Background: an optimization exercise with open tools, aiming at small area, a short achievable clock period and few clock cycles per item. Do not read the settings as production practice. Function was checked by simulation only, so behaviour that the tests miss may differ from the original. Power is estimated from default activity; no workload was simulated.

## swar_scan
module swar_scan (
    input  wire        clk,
    input  wire        rst,
    input  wire        cmd_valid,
    output wire        cmd_ready,
    input  wire [31:0] cmd,
    input  wire [63:0] a,
    input  wire [63:0] b,
    input  wire [7:0]  c,
    output reg         done,
    output reg         err,
    output wire [63:0] res,
    output wire        mem_req_valid,
    input  wire        mem_req_ready,
    output wire [63:0] mem_req_addr,
    input  wire        mem_rsp_valid,
    input  wire [63:0] mem_rsp_data
);
    reg        idle;        
    reg        go;          
    reg        s1, s2;      
    reg        sc;          
    reg        first;       
    reg        rev, str;    
    reg [7:0]  tgt;         
    reg [2:0]  lenlo;       
    reg [63:0] addr;        
    reg [28:0] idx;         
    reg [31:0] u;           
    reg [1:0]  out;         
    reg [1:0]  drop;        
    reg [2:0]  pos;
    reg        nf;          
    reg        hi;          
    reg        iw;          
    reg        ini;         
    reg        pd, pe;      
    wire lp = !idle && !str && !go && !pd && (out == 2'd1) && (drop == 2'd0);
    assign cmd_ready     = idle || (lp && mem_rsp_valid);
    wire sw = str && go && (out == 2'd1) && (drop == 2'd0);
    wire nz = &{|mem_rsp_data[63:56], |mem_rsp_data[55:48], |mem_rsp_data[47:40], |mem_rsp_data[39:32],
  ...
==> flow/config.mk <==
export PLATFORM = sky130hd
export DESIGN_NAME = swar_scan
export DESIGN_NICKNAME = swar_scan
export VERILOG_FILES = /design/flow/design.v
export SDC_FILE = /design/flow/constraint.sdc
export NUM_CORES = 4
export LEC_CHECK = 0
export CAP_MARGIN = 20
export CORE_MARGIN = 2
export CORE_UTILIZATION = 65
export CTS_BUF_LIST = sky130_fd_sc_hd__clkbuf_8
export SETUP_SLACK_MARGIN = 3.3
export SLEW_MARGIN = 20
==> flow/constraint.sdc <==
create_clock -name core_clock -period 6.5 [get_ports {clk}]
set_input_delay 1.3000 -clock core_clock [delete_from_list [all_inputs] [get_ports {clk}]]
set_output_delay 1.3000 -clock core_clock [all_outputs]
set_load 0.01 [all_outputs]
standard.sh (not shown) runs the stock make flow with config.mk's settings and CLKGATE_MAP_FILE= SYNTH_SCRIPT=/design/flow/synth_recipe.tcl, a recipe that flattens the netlist after the stock synthesis.
==> flow/flow/run.sh <==
#!/bin/bash
# Standard ORFS layout, with plain buf_1 cells as the port buffers.
set -euo pipefail
export BUFFER_PORTS_ARGS="-buffer_cell sky130_fd_sc_hd__buf_1"
bash standard.sh synth > synth.log 2>&1
bash standard.sh > layout.log 2>&1
Testbench counts at the start, summed over its fixed seeds: cycles 16,495, commands 1,600.
Change:
- ABC_AREA: unset -> 1
- SETUP_SLACK_MARGIN: 3.3 -> 3.0
After rerunning:
- wire length came out higher by 5.3%
- cell area went up by about 0.9%
- non-clock buffer count fell by 38
- global-route usage rises by 0.52 points
Change:
- ABC_AREA: 1 -> unset
- CORE_UTILIZATION: 65 -> 75
After rerunning: The changed run went through all stages and came out clean. Routed wire length is lower by a few percent. Fmax came out lower by a few percent. Cell area falls by a little under a tenth. Setup slack got worse by 180 ps. Final cell count decreases by a quarter to a third. Clock power drops by about a fifth. Via count went down by roughly a tenth.
Change:
- CORE_UTILIZATION: 75 -> 40
- CTS_BUF_LIST: sky130_fd_sc_hd__clkbuf_8 -> unset
- SETUP_SLACK_MARGIN: 3.0 -> 3.5
Effect: Total power rises by about 13%; first-iteration DRC count falls by about 32%; non-clock buffer count rises by 77; maximum frequency rises by 3.9%; routed wire length rises by about 9%; final area rises by 13%; worst setup slack gains 140 ps; clock skew barely changes; register-to-register slack gains 540 ps.

========
== build 56 ==
Another version of the RTL of swar_scan (not shown whole).
Size: roughly 160 flip-flops, ~370 I/O pins, roughly 13,000 sq um of cells after synthesis.
Settings: LEC_CHECK=0, CAP_MARGIN=20, CORE_MARGIN=2, CORE_UTILIZATION=40, SETUP_SLACK_MARGIN=4.0, SLEW_MARGIN=20; clock period 6.5 ns.
Scripts as last shown in full above: flow/flow/run.sh
Every stage of the flow completed for build 56, and the final layout passed the timing, DRC and antenna checks.
Testbench counts of build 56, summed over its fixed seeds: cycles 19,806, commands 1,600.
The inputs of build 38 differ from those of build 56 as listed below.
# build 56
export LEC_CHECK = 0
export CAP_MARGIN = 20
export CORE_MARGIN = 2
export CORE_UTILIZATION = 40
export SETUP_SLACK_MARGIN = 4.0
export SLEW_MARGIN = 20
create_clock -name core_clock -period 6.5 [get_ports {clk}]
# build 38
export LEC_CHECK = 0
export CAP_MARGIN = 20
export CORE_MARGIN = 2
export CORE_UTILIZATION = 40
export SETUP_SLACK_MARGIN = 3.0
export SLEW_MARGIN = 20
create_clock -name core_clock -period 6.5 [get_ports {clk}]
--- outcome ---
Diff build 56 -> build 38 | post-cts repair resize count | decrease of 247. Build 38 vs. build 56: post-layout net count shrank by 125, global routing usage summed across all routing layers lower. Of build 38 and build 56, the run reporting the lower non-clock buffer count was build 38. Relative to build 56, the total power per unit cell area of build 38 is higher by 8.1%. | clock network power share | build 38 vs build 56 | 2.6 points higher |. On internal power contribution, the lower figure sits with build 38, not build 56. Going from build 56 to build 38, number of global-route vias before repair shrank by a few percent. Of the two values seen for endpoint of the most critical setup path, addr[61] was produced by build 38 and addr[51] by build 56. Cell area (build 38 vs. build 56) decreases by more than 10%. Diff build 56 -> build 38 | number of clock buffer instances in the layout | decrease of 2. Route | build 38 vs build 56 | wire shorter in build 38.
--- input diff build 38..build 43 ---
# build 38
export LEC_CHECK = 0
export CAP_MARGIN = 20
export CORE_MARGIN = 2
export CORE_UTILIZATION = 40
export SETUP_SLACK_MARGIN = 3.0
export SLEW_MARGIN = 20
create_clock -name core_clock -period 6.5 [get_ports {clk}]
# build 43
export LEC_CHECK = 0
export CAP_MARGIN = 20
export CORE_MARGIN = 2
export CORE_UTILIZATION = 40
export SETUP_SLACK_MARGIN = 3.5
export SLEW_MARGIN = 20
create_clock -name core_clock -period 6.5 [get_ports {clk}]
==> run notes <==
Having completed the whole flow, build 43 delivered a layout that passed the timing, DRC and antenna checks. Diff build 38 -> build 43: count of clock-buffer cells in the layout saw a decrease, via count climbed about 4%, final design area excluding fillers higher. Compared with build 38, in build 43 clock power saw an increase; register share of the cell area went down by 1.8 points; first-pass GRT wire length saw an increase; final net count shows an increase of 3.0%. For sequential power, build 43 and build 38 come out practically identical. Share of cells above drive strength 1: build 43 vs build 38 up 5.8 points. Share of final layout cell area taken by clock buffers and inverters across build 38 and build 43: no real change. The higher post-route fraction of the period consumed by the critical path came out of build 38.
Setup changes, build 43 to build 27
# build 43
export LEC_CHECK = 0
export CAP_MARGIN = 20
export CORE_MARGIN = 2
export CORE_UTILIZATION = 40
export SETUP_SLACK_MARGIN = 3.5
export SLEW_MARGIN = 20
create_clock -name core_clock -period 6.5 [get_ports {clk}]
# build 27
export LEC_CHECK = 0
export CAP_MARGIN = 20
export CORE_MARGIN = 2
export CORE_UTILIZATION = 40
export SETUP_SLACK_MARGIN = 2.5
export SLEW_MARGIN = 20
create_clock -name core_clock -period 6.5 [get_ports {clk}]
Results
Slew of the pin with the lowest slew margin came out higher on build 27 than on build 43.
Compared to build 43, build 27 has buffer count excluding the clock tree in the final layout 95 lower.
Going from build 43 to build 27, first-pass GRT wire length shrank by a little under 10%.
In build 27, fraction of final layout cells with drive strength greater than 1 is lower than in build 43.

========
== indigo ==
The RTL this note starts from:
==> flow/design.v <==
module swar_scan (
    input  wire        clk,
    input  wire        rst,
    input  wire        cmd_valid,
    output wire        cmd_ready,
    input  wire [31:0] cmd,
    input  wire [63:0] a,
    input  wire [63:0] b,
    input  wire [7:0]  c,
    output reg         done,
    output reg         err,
    output wire [63:0] res,
    output wire        mem_req_valid,
    input  wire        mem_req_ready,
    output wire [63:0] mem_req_addr,
    input  wire        mem_rsp_valid,
    input  wire [63:0] mem_rsp_data
);
    reg        idle;        
    reg        go;          
    reg        s1, s2;      
    reg        sc;          
    reg        first;       
    reg        rev, str;    
    reg [7:0]  tgt;         
    reg [2:0]  lenlo;       
    reg [63:0] addr;        
    reg [28:0] idx;         
    reg [31:0] u;           
    reg [1:0]  out;         
    reg [1:0]  drop;        
    reg [2:0]  pos;
    reg        nf;          
    reg        hi;          
    reg        iw;          
    reg        ini;         
    reg        pd, pe;      
    wire lp = !idle && !str && !go && !pd && (out == 2'd1) && (drop == 2'd0);
    assign cmd_ready     = idle || (lp && mem_rsp_valid);
    wire sw = str && go && (out == 2'd1) && (drop == 2'd0);
    wire nz = &{|mem_rsp_data[63:56], |mem_rsp_data[55:48], |mem_rsp_data[47:40], |mem_rsp_data[39:32],
                |mem_rsp_data[31:24], |mem_rsp_data[23:16], |mem_rsp_data[15:8],  |mem_rsp_data[7:0]};
    wire thr = str ? (out == drop) : (out != 2'd3);
    assign mem_req_valid = (go && thr) || (sw && mem_rsp_valid && nz);
    assign mem_req_addr  = addr;
    wire req_fire = mem_req_valid && mem_req_ready;
    wire fire = cmd_valid && cmd_ready;
    wire [1:0] cur  = out - drop;
    wire rsp  = mem_rsp_valid && (drop == 2'd0);
    wire last = !go && (cur == 2'd1);
    wire mask_en = (rev ? first : last) && (lenlo != 3'd0);
    reg  [7:0] hit;
    integer i;
    always @* begin
        for (i = 0; i < 8; i = i + 1)
            hit[i] = (mem_rsp_data[8*i +: 8] == tgt) && !(mask_en && (i >= lenlo));
    end
    wire any = |hit;
    reg [2:0] fpos, lpos;
    integer j, k;
    always @* begin
        fpos = 3'd0;
        for (j = 7; j >= 0; j = j - 1)
            if (hit[j]) fpos = j[2:0];
        lpos = 3'd0;
        for (k = 0; k < 8; k = k + 1)
            if (hit[k]) lpos = k[2:0];
    end
    wire decide = rsp && (any || (!str && last));
    wire in_legal = ((cmd[7:0] == 8'h05 || cmd[7:0] == 8'h06) &&
                     cmd[31:12] == 20'd0 && cmd[10:8] == 3'd0)
                 || (cmd[31:0] == 32'h08);
    wire in_rev = cmd[1];
    wire in_str = cmd[3];
    wire in_run = in_legal && (in_str || b[31:0] != 32'd0);
    wire final_req = !str && (u == {31'd0, lenlo == 3'd0});
    integer lv, ii;
    wire        dn = (rev || s2) && !s1 && !sc;
    wire [28:0] alo = addr[31:3];
    reg  [28:0] alo_pp;                   
    always @* begin
        alo_pp = alo ^ {29{dn}};
        for (lv = 0; lv < 5; lv = lv + 1)
            for (ii = 0; ii < 29; ii = ii + 1)
                if ((ii >> lv) & 1)
                    alo_pp[ii] = alo_pp[ii] & alo_pp[((ii >> lv) << lv) - 1];
    end
    wire [28:0] alo_cnt = alo ^ {alo_pp[27:0], 1'b1};
    reg  [28:0] ag, ap;
    always @* begin
        ag = alo & u[28:0];
        ap = alo ^ u[28:0];
        for (lv = 0; lv < 5; lv = lv + 1)
            for (ii = 0; ii < 29; ii = ii + 1)
                if ((ii >> lv) & 1) begin
                    ag[ii] = ag[ii] | (ap[ii] & ag[((ii >> lv) << lv) - 1]);
                    ap[ii] = ap[ii] & ap[((ii >> lv) << lv) - 1];
                end
    end
    wire [28:0] alo_add = alo ^ u[28:0] ^ {ag[27:0], 1'b0};
    wire [28:0] alo_n = s1 ? alo_add : alo_cnt;
    wire        acy = sc || alo_pp[28];
    wire [31:0] ahi = addr[63:32];
    reg  [31:0] ahi_pp;
    always @* begin
        ahi_pp = ahi ^ {32{dn}};
        for (lv = 0; lv < 5; lv = lv + 1)
            for (ii = 0; ii < 32; ii = ii + 1)
                if ((ii >> lv) & 1)
                    ahi_pp[ii] = ahi_pp[ii] & ahi_pp[((ii >> lv) << lv) - 1];
    end
    wire [31:0] ahi_n = ahi ^ ({ahi_pp[30:0], 1'b1} & {32{acy}});
    wire        idn = rev;
    reg  [28:0] idx_pp;
    always @* begin
        idx_pp = idx ^ {29{idn}};
        for (lv = 0; lv < 5; lv = lv + 1)
            for (ii = 0; ii < 29; ii = ii + 1)
                if ((ii >> lv) & 1)
                    idx_pp[ii] = idx_pp[ii] & idx_pp[((ii >> lv) << lv) - 1];
    end
    wire [28:0] idx_n = idx ^ {idx_pp[27:0], 1'b1};
    reg  [31:0] u_pp;
    always @* begin
        u_pp = ~u;
        for (lv = 0; lv < 5; lv = lv + 1)
            for (ii = 0; ii < 32; ii = ii + 1)
                if ((ii >> lv) & 1)
                    u_pp[ii] = u_pp[ii] & u_pp[((ii >> lv) << lv) - 1];
    end
    wire [31:0] u_n = u ^ {u_pp[30:0], 1'b1};
    wire        u_en = str ? (rsp && iw) : req_fire;
    wire [1:0] out_n = out + {1'b0, req_fire} - {1'b0, mem_rsp_valid};
    reg  [1:0] drop_n;
    reg        go_n, str_n;
    always @* begin
        drop_n = drop;
        if (mem_rsp_valid && drop != 2'd0) drop_n = drop - 2'd1;
        if (decide) drop_n = out_n;
        go_n = go;
        if (s1) go_n = !s2 && !ag[28];
        else if (sc) go_n = !s2;
        else if (s2) go_n = 1'b1;
        if (req_fire && final_req) go_n = 1'b0;
        if (decide) go_n = 1'b0;
        str_n = str;
        if (fire) begin
            go_n  = in_run && !in_rev;
            str_n = in_str;
        end
        if (rst) begin
            drop_n = 2'd0;
            go_n   = 1'b0;
        end
    end
    wire [1:0] rst_out_n = rst ? 2'd0 : out_n;
    always @(posedge clk) begin
        done <= 1'b0;
        out  <= rst_out_n;
        drop <= drop_n;
        go   <= go_n;
        str  <= str_n;
        if (rsp) begin
            first <= 1'b0;
            pos   <= rev ? lpos : fpos;
            nf    <= !any;
            hi    <= str && any;
        end
        ini <= 1'b0;
        if (ini) begin
            idx <= rev ? u[28:0] : {29{1'b1}};
            iw  <= 1'b1;
        end else if (rsp && !(rev && first && lenlo != 3'd0)) begin
            idx <= idx_n;
            iw  <= (idx == {{28{1'b1}}, 1'b0});
        end
        sc <= s1 && ag[28];
        s1 <= 1'b0;
        if (s2 && !s1 && !sc)
            s2 <= 1'b0;
        if (s1 || (s2 && !sc) || req_fire)
            addr[31:3] <= alo_n;
        if (sc || (s2 && !s1) || req_fire)
            addr[63:32] <= ahi_n;
        if (u_en)
            u <= u_n;
        if (decide) begin
            idle <= 1'b1;
            done <= 1'b1;
            err  <= 1'b0;
        end
        pd <= 1'b0;
        if (pd) begin
            idle <= 1'b1;
            done <= 1'b1;
            err  <= pe;
            nf   <= 1'b1;
            hi   <= 1'b0;
        end
        if (fire) begin
            pe    <= !in_legal;
            tgt   <= in_str ? 8'h00 : c;
            addr  <= a;
            u     <= in_str ? 32'd0 : {3'd0, b[31:3]};
            lenlo <= b[2:0];
            rev   <= in_rev;
            first <= 1'b1;
            s1    <= in_run && in_rev;
            s2    <= in_run && in_rev && (b[2:0] == 3'd0);
            idle  <= 1'b0;
            ini   <= in_run;
            pd    <= !in_run;
        end
        if (rst) begin
            idle <= 1'b1;
            done <= 1'b0;
            s1   <= 1'b0;
            s2   <= 1'b0;
            sc   <= 1'b0;
            pd   <= 1'b0;
        end
    end
    assign res = {~u & {32{hi}}, {idx, pos} | {32{nf}}};
endmodule
==> flow/config.mk <==
export PLATFORM = sky130hd
export DESIGN_NAME = swar_scan
export DESIGN_NICKNAME = swar_scan
export VERILOG_FILES = /design/flow/design.v
export SDC_FILE = /design/flow/constraint.sdc
export NUM_CORES = 4
export LEC_CHECK = 0
export ABC_AREA = 1
export CAP_MARGIN = 0
export CORE_MARGIN = 2
export CORE_UTILIZATION = 65
export CTS_BUF_LIST = sky130_fd_sc_hd__clkbuf_8
export SETUP_SLACK_MARGIN = 3.0
export SLEW_MARGIN = 0
==> flow/constraint.sdc <==
create_clock -name core_clock -period 6.5 [get_ports {clk}]
set_input_delay 1.3000 -clock core_clock [delete_from_list [all_inputs] [get_ports {clk}]]
set_output_delay 1.3000 -clock core_clock [all_outputs]
set_load 0.01 [all_outputs]
Scripts as last shown in full above: flow/flow/run.sh
indigo | status: complete | timing, DRC, antenna: pass
Testbench counts of indigo, summed over its fixed seeds: cycles 16,495, commands 1,600.
[inputs] juniper vs indigo
Settings: CTS_BUF_LIST removed (was sky130_fd_sc_hd__clkbuf_8); CORE_UTILIZATION changed from 65 to 40; ABC_AREA removed (was 1); SLEW_MARGIN changed from 0 to 20; CAP_MARGIN changed from 0 to 20.
Notes after the runs:
- juniper completed every stage of the flow, and the final layout passed the timing, DRC and antenna checks.
- Changes observed in juniper relative to indigo: static power due to leakage went down about 28%; die span in x went up by 33 µm.
- | worst hold slack | juniper vs indigo | 0.016 ns lower |
- Measured against indigo, the combinational power of juniper comes out at 0.71 times the reference value.
- Looking at global-route usage over all layers, juniper sits 12 points lower than indigo does.
- In the metrics for indigo and juniper, the one carrying the lower cell count after synthesis is juniper.
- Between indigo and juniper, the total detailed-routing wirelength is lower for juniper.
- Worst setup margin, indigo and juniper: larger value in indigo
- Against indigo, juniper comes in 8.9 points higher on clock network fraction of design power.
- For the total power, juniper came in 6.7% lower than indigo did.
- Maximum ir drop on the vdd rail went up by a little under 10% going from indigo to juniper.

re-timing with driven ports:
How much do the figures lean on ideal ports? The routed layouts below were timed once more, with nothing changed but the port constraints.
Step 1: set_driving_cell puts a clkbuf_16 on clk and a buf_2 on each other input, an assumption about the parent block.
Step 2 adds t to the input delays and takes it off the output delays; t is the mean of the earliest and latest rising clock arrival at the registers after step 1. Input paths then give back, and output paths get back, about the clock's delay inside the block.
a / b / c = no drivers / after step 1 / after step 2; a / b = the first two.
| run | t, ns | setup WS [ns] | worst data-port slew with drivers (ns) |
|---|---|---|---|
| the first run of note 1 | 0.518 | 2.961 / 2.938 / 2.840 | 0.08 |
| the second run of note 1 | 0.520 | 3.013 / 2.922 / 2.659 | 0.09 |
| the third run of note 1 | 0.504 | 2.834 / 2.811 / 2.510 | 0.12 |
| the fourth run of note 1 | 0.483 | 2.972 / 2.942 / 2.906 | 0.09 |
| build 56 | 0.487 | 3.226 / 3.226 / 3.213 | 0.08 |
| build 38 | 0.495 | 3.092 / 3.092 / 2.713 | 0.07 |
| build 43 | 0.492 | 3.293 / 3.293 / 3.138 | 0.07 |
| build 27 | 0.481 | 2.682 / 2.682 / 2.365 | 0.08 |
| indigo | 0.518 | 3.009 / 2.918 / 2.591 | 0.09 |
| juniper | 0.488 | 2.935 / 2.854 / 2.629 | 0.08 |
After both steps setup and hold are still met in every run listed. The setup slack of indigo, which loses most, moves by -0.091 ns with the drivers and by -0.418 ns with both steps.
